This design comes from an exercise in tuning for small area on the open sky130 flow, not from production work.
Only simulation tests tie the RTL to the original design; equivalence was not proved.
No driver is modelled on the clock port, so clocking that relies on it looks cheaper here than on a real chip.
Power is estimated from default activity; no workload was simulated.

==> run G: inputs <==
## es51986_decoder
module es51986_decoder (
    input  wire        clk,
    input  wire        rst,           
    input  wire        in_valid,
    input  wire [7:0]  in_byte,
    output wire        out_valid,
    output wire        out_is_err,
    output wire [29:0] out_payload,
    input  wire [2:0]  q_range,
    input  wire [3:0]  q_func,
    input  wire [15:0] q_digits,      
    output wire        res_valid,
    output wire [1:0]  res_place,
    output wire [2:0]  res_prefix,
    output wire [2:0]  res_base,
    output wire [2:0]  res_len,
    output wire [39:0] res_text
);
export LEC_CHECK = 0
export CAP_MARGIN = 20
export CORE_MARGIN = 2
export CORE_UTILIZATION = 60
export PLACE_DENSITY = 0.75
export SLEW_MARGIN = 20
export SYNTH_HIERARCHICAL = 1
export SYNTH_MINIMUM_KEEP_SIZE = 0
create_clock -name core_clock -period 8.5 [get_ports {clk}]
standard.sh (not shown) runs the stock make flow with config.mk's settings and CLKGATE_MAP_FILE= SYNTH_SCRIPT=/design/flow/synth_recipe.tcl, a recipe that flattens the netlist after the stock synthesis.
==> flow/flow/run.sh <==
#!/bin/bash
# Standard ORFS layout with two changes: the port buffers are the smallest
# buffer cell, and clock tree synthesis adds no dummy loads and uses small
# clock buffers. Each tool's output is kept in orfs/logs; make's own output
# goes to standard.log.
set -euo pipefail
export BUFFER_PORTS_ARGS="-buffer_cell sky130_fd_sc_hd__buf_1"
export CTS_ARGS="-sink_clustering_enable -repair_clock_nets -dont_use_dummy_load -buf_list sky130_fd_sc_hd__clkbuf_8"
bash standard.sh finish > standard.log 2>&1
==> run F (differences from run G) <==
==> flow/flow/run.sh (replaced) <==
#!/bin/bash
# Standard ORFS layout (standard.sh) with these changes:
#  - the port buffers are the smallest buffer cell (buf_1);
#  - clock tree synthesis adds no dummy loads and uses clkbuf_8;
#  - the constant outputs share the tie cell that synthesis made
#    (SKIP_REPAIR_TIE_FANOUT), instead of one tie cell per output.
# make's output goes to standard_cts.log and standard.log, the sizing step's
# to clock_sizing.log; each ORFS tool's own log is in orfs/logs.
set -euo pipefail
export BUFFER_PORTS_ARGS="-buffer_cell sky130_fd_sc_hd__buf_1"
export SKIP_REPAIR_TIE_FANOUT=1
export CTS_ARGS="-sink_clustering_enable -repair_clock_nets -dont_use_dummy_load -buf_list sky130_fd_sc_hd__clkbuf_8"
bash standard.sh cts > standard_cts.log 2>&1
R=orfs/results/$FLOW_PLATFORM/es51986_decoder/base
IN_ODB=$R/4_cts.odb IN_SDC=$R/4_cts.sdc OUT_ODB=$R/4_cts_sized.odb SLEW_LIMIT=0.115 \
    openroad -no_init -exit flow/clock_sizing.tcl > clock_sizing.log 2>&1
cp $R/4_cts_sized.odb $R/4_cts.odb
bash standard.sh finish > standard.log 2>&1
==> flow/flow/clock_sizing.tcl (new file) <==
# Clock buffer sizing after CTS: each clock buffer is tried at
# sky130_fd_sc_hd__clkbuf_4, then sky130_fd_sc_hd__clkbuf_2, and keeps the
# smaller cell only if the largest flip-flop clock-pin slew, estimated from
# the placement, stays under SLEW_LIMIT (ns). Every buffer keeps its place.
set platform $::env(FLOW_HOME)/platforms/$::env(FLOW_PLATFORM)
foreach lib [glob $platform/lib/*.lib] {
  if {![string match "*dummy*" $lib]} { read_liberty $lib }
}
read_db $::env(IN_ODB)
read_sdc $::env(IN_SDC)
source $platform/setRC.tcl
set_propagated_clock [all_clocks]
set limit $::env(SLEW_LIMIT)
proc maxslew {} {
  estimate_parasitics -placement
  set mx 0
  foreach p [get_pins -hierarchical */CLK] {
    foreach prop {slew_max_rise slew_max_fall} {
      set s [get_property $p $prop]
      if {$s > $mx} { set mx $s }
    }
  }
  return $mx
}
puts "start: largest clock-pin slew [maxslew]"
foreach target {sky130_fd_sc_hd__clkbuf_4 sky130_fd_sc_hd__clkbuf_2} {
  set tz [string range $target [expr [string last _ $target] + 1] end]
  foreach inst [get_cells *] {
    set m [get_property $inst ref_name]
    if {![string match "sky130_fd_sc_hd__clkbuf_*" $m]} { continue }
    set sz [string range $m [expr [string last _ $m] + 1] end]
    if {$tz >= $sz} { continue }
    replace_cell $inst $target
    set s [maxslew]
    if {$s > $limit} {
      replace_cell $inst $m
    } else {
      puts "[get_full_name $inst]: $m -> $target (largest clock-pin slew $s)"
    }
  }
}
puts "end: largest clock-pin slew [maxslew]"
write_db $::env(OUT_ODB)
==> run notes <==
- Run G completed with no timing, DRC or antenna violations. Run F completed without violations.
- First-iteration DRC count: run F is smaller than run G (about 0.6%).
- In critical path depth, run F and run G do not differ.
- In non-clock buffer count, run G and run F do not differ.
- Flip-flop and latch count is the same in run G and run F.

==> trial 39: inputs <==
==> flow/design.v <==
module es_func_table (
    input  wire [7:0] b,
    output wire       valid,
    output wire [3:0] code
);
    localparam [63:0] T = {4'd2, 4'd11, 4'd1, 4'd12, 4'd0, 4'd14, 4'd4, 4'd13,
                           4'd0, 4'd9,  4'd6, 4'd10, 4'd5, 4'd8,  4'd7, 4'd3};
    assign valid = (b[7:4] == 4'h3) && (b[3:0] != 4'h7);
    assign code  = T[{b[3:0], 2'b00} +: 4];
endmodule
module es_frame_decode (
    input  wire [3:0]  len,
    input  wire [71:0] frame,
    output wire        is_err,
    output wire [29:0] payload
);
    wire [7:0] b0 = frame[ 7: 0];
    wire [7:0] b1 = frame[15: 8];
    wire [7:0] b2 = frame[23:16];
    wire [7:0] b3 = frame[31:24];
    wire [7:0] b4 = frame[39:32];
    wire [7:0] b5 = frame[47:40];
    wire [7:0] b6 = frame[55:48];
    wire [7:0] b8 = frame[71:64];
    wire range_ok = (b0[7:3] == 5'b00110) && (b0[2:0] != 3'd7);
    wire d0_ok    = (b1[7:4] == 4'h3) && (!b1[3] || b1[2:1] == 2'b00);
    wire d1_ok    = (b2[7:4] == 4'h3) && (!b2[3] || b2[2:1] == 2'b00);
    wire d2_ok    = (b3[7:4] == 4'h3) && (!b3[3] || b3[2:1] == 2'b00);
    wire d3_ok    = (b4[7:4] == 4'h3) && (!b4[3] || b4[2:1] == 2'b00);
    wire       func_ok;
    wire [3:0] func_code;
    es_func_table u_func (.b(b5), .valid(func_ok), .code(func_code));
    wire e_len = (len != 4'd9);
    wire e_rng = !e_len && !range_ok;
    wire e_d0  = !e_len && range_ok && !d0_ok;
    wire e_d1  = !e_len && range_ok && d0_ok && !d1_ok;
    wire e_d2  = !e_len && range_ok && d0_ok && d1_ok && !d2_ok;
    wire e_d3  = !e_len && range_ok && d0_ok && d1_ok && d2_ok && !d3_ok;
    wire dig_ok = range_ok && d0_ok && d1_ok && d2_ok && d3_ok;
    wire e_fn  = !e_len && dig_ok && !func_ok;
    wire rec   = !e_len && dig_ok && func_ok;
    wire [7:0] rec_lo = {b3[2:0], b4[3:0], b0[2]};    
    assign is_err = !rec;
    assign payload[0]   = e_rng | e_d0 | e_d1 | e_d2 | e_d3 | rec & b0[0];
    assign payload[1]   = e_fn  | e_d0 | e_d1 | e_d2 | e_d3 | rec & b0[1];
    assign payload[9:2] = ({8{e_len}} & {4'd0, len})
                        | ({8{e_rng}} & b0)
                        | ({8{e_d0}}  & b1)
                        | ({8{e_d1}}  & b2)
                        | ({8{e_d2}}  & b3)
                        | ({8{e_d3}}  & b4)
                        | ({8{e_fn}}  & b5)
                        | ({8{rec}}   & rec_lo);
    assign payload[29:10] = {20{rec}} & {b8[1], b8[2], b8[3],
                                         b6[0], b6[1], b6[2], b6[3],
                                         func_code, b1[3:0], b2[3:0], b3[3]};
endmodule
module es_unit_table (
    input  wire [2:0] range_i,
    input  wire [3:0] func_i,
    output reg        hit,
    output reg  [1:0] place,
    output reg  [2:0] prefix,
    output reg  [2:0] base
);
    localparam P_MEGA = 3'd0, P_KILO = 3'd1, P_NONE = 3'd2, P_MILLI = 3'd3,
               P_MICRO = 3'd4, P_NANO = 3'd5;
    localparam B_A = 3'd0, B_V = 3'd1, B_OHM = 3'd2, B_HZ = 3'd3, B_F = 3'd4;
    task automatic set(input [1:0] p, input [2:0] pre, input [2:0] bs);
        begin
            hit = 1'b1; place = p; prefix = pre; base = bs;
        end
    endtask
    always @* begin
        hit = 1'b0; place = 2'd0; prefix = 3'd0; base = 3'd0;
        case (func_i)
            4'd0: case (range_i)         
                3'd0: set(2'd3, P_NONE,  B_V);
                3'd1: set(2'd2, P_NONE,  B_V);
                3'd2: set(2'd1, P_NONE,  B_V);
                3'd3: set(2'd0, P_NONE,  B_V);
                3'd4: set(2'd1, P_MILLI, B_V);
                default: ;
            endcase
            4'd1: case (range_i)         
                3'd0: set(2'd1, P_MICRO, B_A);
                3'd1: set(2'd0, P_MICRO, B_A);
                default: ;
            endcase
            4'd2: case (range_i)         
                3'd0: set(2'd2, P_MILLI, B_A);
                3'd1: set(2'd1, P_MILLI, B_A);
                default: ;
            endcase
            4'd3, 4'd4: case (range_i)   
                3'd0: set(2'd3, P_NONE, B_A);
                3'd1: set(2'd2, P_NONE, B_A);
                default: ;
            endcase
            4'd5: case (range_i)         
                3'd0: set(2'd1, P_NONE, B_OHM);
                3'd1: set(2'd3, P_KILO, B_OHM);
                3'd2: set(2'd2, P_KILO, B_OHM);
                3'd3: set(2'd1, P_KILO, B_OHM);
                3'd4: set(2'd3, P_MEGA, B_OHM);
                3'd5: set(2'd2, P_MEGA, B_OHM);
                3'd6: set(2'd1, P_MEGA, B_OHM);
                default: ;
            endcase
            4'd8: case (range_i)         
                3'd0: set(2'd2, P_NONE, B_HZ);
                3'd1: set(2'd1, P_NONE, B_HZ);
                3'd2: set(2'd3, P_KILO, B_HZ);
                3'd3: set(2'd2, P_KILO, B_HZ);
                3'd4: set(2'd1, P_KILO, B_HZ);
                3'd5: set(2'd3, P_MEGA, B_HZ);
                3'd6: set(2'd2, P_MEGA, B_HZ);
                default: ;
            endcase
            4'd9: case (range_i)         
                3'd0: set(2'd3, P_NANO,  B_F);
                3'd1: set(2'd2, P_NANO,  B_F);
                3'd2: set(2'd1, P_NANO,  B_F);
                3'd3: set(2'd3, P_MICRO, B_F);
                3'd4: set(2'd2, P_MICRO, B_F);
                3'd5: set(2'd1, P_MICRO, B_F);
                3'd6: set(2'd3, P_MILLI, B_F);
                default: ;
            endcase
            default: ;                   
        endcase
    end
endmodule
module es_format_digits (
    input  wire [1:0]  place,
    input  wire [15:0] digits,    
    output wire [2:0]  len,
    output wire [39:0] text
);
    localparam [7:0] DOT = 8'h2E;
    wire [3:0] d0 = digits[15:12];
    wire [3:0] d1 = digits[11:8];
    wire [3:0] d2 = digits[7:4];
    wire [3:0] d3 = digits[3:0];
    wire z0 = (d0 == 4'd0);
    wire z1 = (d1 == 4'd0);
    wire z2 = (d2 == 4'd0);
    wire k0 = (place == 2'd0);
    wire k1 = (place == 2'd1);
    wire k2 = (place == 2'd2);
    wire k3 = (place == 2'd3);
    wire [7:0] c0 = {4'h3, d0};
    wire [7:0] c1 = {4'h3, d1};
    wire [7:0] c2 = {4'h3, d2};
    wire [7:0] c3 = {4'h3, d3};
    wire [7:0] f0 = c0;
    wire [7:0] f1 = k3 ? DOT : c1;
    wire [7:0] f2 = k3 ? c1 : k2 ? DOT : c2;
    wire [7:0] f3 = place[1] ? c2 : k1 ? DOT : c3;
    wire [7:0] f4 = k0 ? 8'd0 : c3;
    wire s1 = z0 & !k3;
    wire s2 = s1 & z1 & !k2;
    wire s3 = s2 & z2 & !k1;
    wire [1:0] s = s3 ? 2'd3 : s2 ? 2'd2 : s1 ? 2'd1 : 2'd0;
    reg [39:0] t;
    always @* begin
        case (s)
            2'd0: t = {f4, f3, f2, f1, f0};
            2'd1: t = {8'd0, f4, f3, f2, f1};
            2'd2: t = {16'd0, f4, f3, f2};
            default: t = {24'd0, f4, f3};
        endcase
    end
    assign text = t;
    assign len  = (k0 ? 3'd4 : 3'd5) - {1'b0, s};
endmodule
module es_resolver (
    input  wire [2:0]  range_i,
    input  wire [3:0]  func_i,
    input  wire [15:0] digits,
    output wire        valid,
    output wire [1:0]  place,
    output wire [2:0]  prefix,
    output wire [2:0]  base,
    output wire [2:0]  len,
    output wire [39:0] text
);
    wire       hit;
    wire [1:0] t_place;
    wire [2:0] t_prefix, t_base;
    wire [2:0] f_len;
    wire [39:0] f_text;
    es_unit_table u_table (
        .range_i(range_i), .func_i(func_i),
        .hit(hit), .place(t_place), .prefix(t_prefix), .base(t_base)
    );
    es_format_digits u_fmt (
        .place(t_place), .digits(digits), .len(f_len), .text(f_text)
    );
    assign valid  = hit;
    assign place  = hit ? t_place  : 2'd0;
    assign prefix = hit ? t_prefix : 3'd0;
    assign base   = hit ? t_base   : 3'd0;
    assign len    = hit ? f_len    : 3'd0;
    assign text   = hit ? f_text   : 40'd0;
endmodule
module es51986_decoder (
    input  wire        clk,
    input  wire        rst,           
    input  wire        in_valid,
    input  wire [7:0]  in_byte,
    output wire        out_valid,
    output wire        out_is_err,
    output wire [29:0] out_payload,
    input  wire [2:0]  q_range,
    input  wire [3:0]  q_func,
    input  wire [15:0] q_digits,      
    output wire        res_valid,
    output wire [1:0]  res_place,
    output wire [2:0]  res_prefix,
    output wire [2:0]  res_base,
    output wire [2:0]  res_len,
    output wire [39:0] res_text
);
    localparam [7:0] CR = 8'h0D, LF = 8'h0A;
    reg        after_cr;     
    reg        ov;           
    reg [3:0]  olen;         
    reg [71:0] sr;           
    wire is_cr   = (in_byte == CR);
    wire is_lf   = (in_byte == LF);
    wire [3:0] cur_len = ov ? (olen[3] & olen[1] ? 4'd9 : 4'd0) : olen;
    wire       full    = cur_len[3] & cur_len[0];
    wire append = in_valid & !is_cr & !is_lf;
    always @(posedge clk) begin
        if (append)
            sr <= {sr[63:0], in_byte};
    end
    always @(posedge clk) begin
        if (rst) begin
            after_cr <= 1'b0;
            ov       <= 1'b0;
            olen     <= 4'd0;
        end else if (!in_valid) begin
            ov       <= 1'b0;
            olen     <= cur_len;
        end else if (is_cr) begin
            after_cr <= 1'b1;
            ov       <= 1'b1;
            olen     <= cur_len;
        end else if (is_lf) begin
            after_cr <= 1'b0;
            ov       <= !after_cr;
            olen     <= cur_len;
        end else begin
            after_cr <= 1'b0;
            ov       <= full;
            olen     <= full ? 4'd10 : cur_len + 4'd1;
        end
    end
    wire        dec_is_err;
    wire [29:0] dec_payload;
    es_frame_decode u_dec (
        .len(olen & {4{ov}}),
        .frame({sr[7:0], sr[15:8], sr[23:16], sr[31:24], sr[39:32],
                sr[47:40], sr[55:48], sr[63:56], sr[71:64]}),
        .is_err(dec_is_err), .payload(dec_payload)
    );
    assign out_valid   = ov;
    assign out_is_err  = ov & dec_is_err;
    assign out_payload = dec_payload;    
    reg [2:0]  qr;
    reg [3:0]  qf;
    reg [15:0] qd;
    always @(posedge clk) begin
        qr <= q_range;
        qf <= q_func;
        qd <= q_digits;
    end
    es_resolver u_res (
        .range_i(qr), .func_i(qf), .digits(qd),
        .valid(res_valid), .place(res_place), .prefix(res_prefix), .base(res_base),
        .len(res_len), .text(res_text)
    );
endmodule
==> flow/flow/run.sh <==
#!/bin/bash
# Standard ORFS layout with two changes: the port buffers are the smallest
# buffer cell, and clock tree synthesis adds no dummy loads and uses small
# clock buffers. Each tool's output is kept in orfs/logs; make's own output
# goes to standard.log.
set -euo pipefail
export BUFFER_PORTS_ARGS="-buffer_cell sky130_fd_sc_hd__buf_1"
export CTS_ARGS="-sink_clustering_enable -repair_clock_nets -dont_use_dummy_load -buf_list sky130_fd_sc_hd__clkbuf_8"
bash standard.sh finish > standard.log 2>&1
==> flow/standard.sh <==
#!/bin/bash
# synth_recipe.tcl (not shown) runs the flow's synth.tcl, then flattens the netlist and writes it again
# the make line also repeats each setting of config.mk as NAME=value (left out here)
make -C /OpenROAD-flow-scripts/flow DESIGN_CONFIG=/design/flow/config.mk WORK_HOME=/design/flow/orfs CLKGATE_MAP_FILE= SYNTH_SCRIPT=/design/flow/synth_recipe.tcl "${@:-finish}"
==> flow/config.mk <==
export PLATFORM = sky130hd
export DESIGN_NAME = es51986_decoder
export DESIGN_NICKNAME = es51986_decoder
export VERILOG_FILES = /design/flow/design.v
export SDC_FILE = /design/flow/constraint.sdc
export NUM_CORES = 4
export LEC_CHECK = 0
export CAP_MARGIN = 20
export CORE_MARGIN = 2
export CORE_UTILIZATION = 60
export PLACE_DENSITY = 0.75
export SLEW_MARGIN = 20
==> flow/constraint.sdc <==
create_clock -name core_clock -period 8.5 [get_ports {clk}]
set_input_delay 1.7000 -clock core_clock [delete_from_list [all_inputs] [get_ports {clk}]]
set_output_delay 1.7000 -clock core_clock [all_outputs]
set_load 0.01 [all_outputs]
==> inputs of trial 85, as changes to trial 39 <==
==> flow/run.sh (new file) <==
#!/bin/bash
# synth_recipe.tcl (not shown) runs the flow's synth.tcl, then flattens the netlist and writes it again
# the make line also repeats each setting of config.mk as NAME=value (left out here)
make -C /OpenROAD-flow-scripts/flow DESIGN_CONFIG=/design/flow/config.mk WORK_HOME=/design/flow/orfs CLKGATE_MAP_FILE= SYNTH_SCRIPT=/design/flow/synth_recipe.tcl finish
CORE_UTILIZATION = 40   (was 60)
PLACE_DENSITY = 0.6   (was 0.75)
removed: flow/flow/run.sh
removed: flow/standard.sh
==> run notes <==
|  | trial 85 | trial 39 |
|---|---|---|
| Count of non-filler cells in the finished layout | 784 | 713 |
| Hold path endpoint | sr[28]$_DFFE_PP_ | sr[8]$_DFFE_PP_ |
| Iter 0 DRT Violations | 377 | 299 |
| Worst Clk Skew | 6.83 ps | 30.4 ps |
| Leakage Power | 2.41 nW | 2.07 nW |
| Pwr Density | 169 mW/mm^2 | 162 mW/mm^2 |
| Detail-routed via count per cell | 5.56 | 6.18 |
| Final core area utilization | 52.5% | 67.0% |
| Smallest setup slack after layout | 2380 ps | 2820 ps |
| Run status | complete, no violations | complete, no violations |
| CP arrival | 4420 ps | 3980 ps |
| Clock Latency Late Sink | 350 ps | 360 ps |
| Met3 capacity usage during global routing | 3.72% | 4.89% |
| Net Sw Frac | 25.9% | 25.6% |
| Non-clock buffering overhead | 16.4% | 7.50% |
| Vias in the first global route | 4098 | 4158 |
| Worst slack, placed | 2850 ps | 3270 ps |
| Proportion of power drawn by combinational gates | 12.3% | 11.6% |
| Number of cell instances on the worst register-to-register path | 6 | 7 |
| Multi-input gate share of total cell area | 33.6% | 38.7% |
| Total Wirelength | 13.2 mm | 12.0 mm |
| Met2 Use GR | 30.2% | 43.9% |
| Critical path origin | qf[3]$_DFF_P_ | qf[0]$_DFF_P_ |
| Pin count of the biggest net entering global routing | 55 | 78 |
| Most common cell after layout, fill and taps aside | clkdlybuf4s50_1 | buf_1 |
| Post-placement cell area | 0.00639 mm^2 | 0.00563 mm^2 |

static timing again, ports no longer ideal:
How much do the figures lean on ideal ports? The routed layouts below were timed once more, with nothing changed but the port constraints.
Step 1: set_driving_cell puts a clkbuf_16 on clk and a buf_2 on each other input, an assumption about the parent block.
Step 2, shift: input delay + t, output delay - t, t = (earliest + latest rising clock arrival at the registers) / 2. This alone moves slack from input paths to output paths.
a / b / c = ideal / step 1 / step 2; a / b = the first two.
run	t, ns	setup WS [ns]	hold WS [ns]	latest minus earliest clock arrival (ns)	slew at the worst register clock pin (ns)
run G	0.377	1.704 / 1.673 / 2.050	0.420 / 0.420 / 0.420	0.034 / 0.034	0.10 / 0.10
run F	0.524	1.744 / 1.714 / 2.238	0.423 / 0.423 / 0.423	0.033 / 0.032	0.10 / 0.10
trial 39	0.370	2.818 / 2.787 / 3.157	0.407 / 0.407 / 0.407	0.033 / 0.033	0.10 / 0.10
trial 85	0.389	2.376 / 2.333 / 2.721	0.420 / 0.420 / 0.420	0.011 / 0.011	0.07 / 0.07
After both steps setup and hold are still met in every run listed.
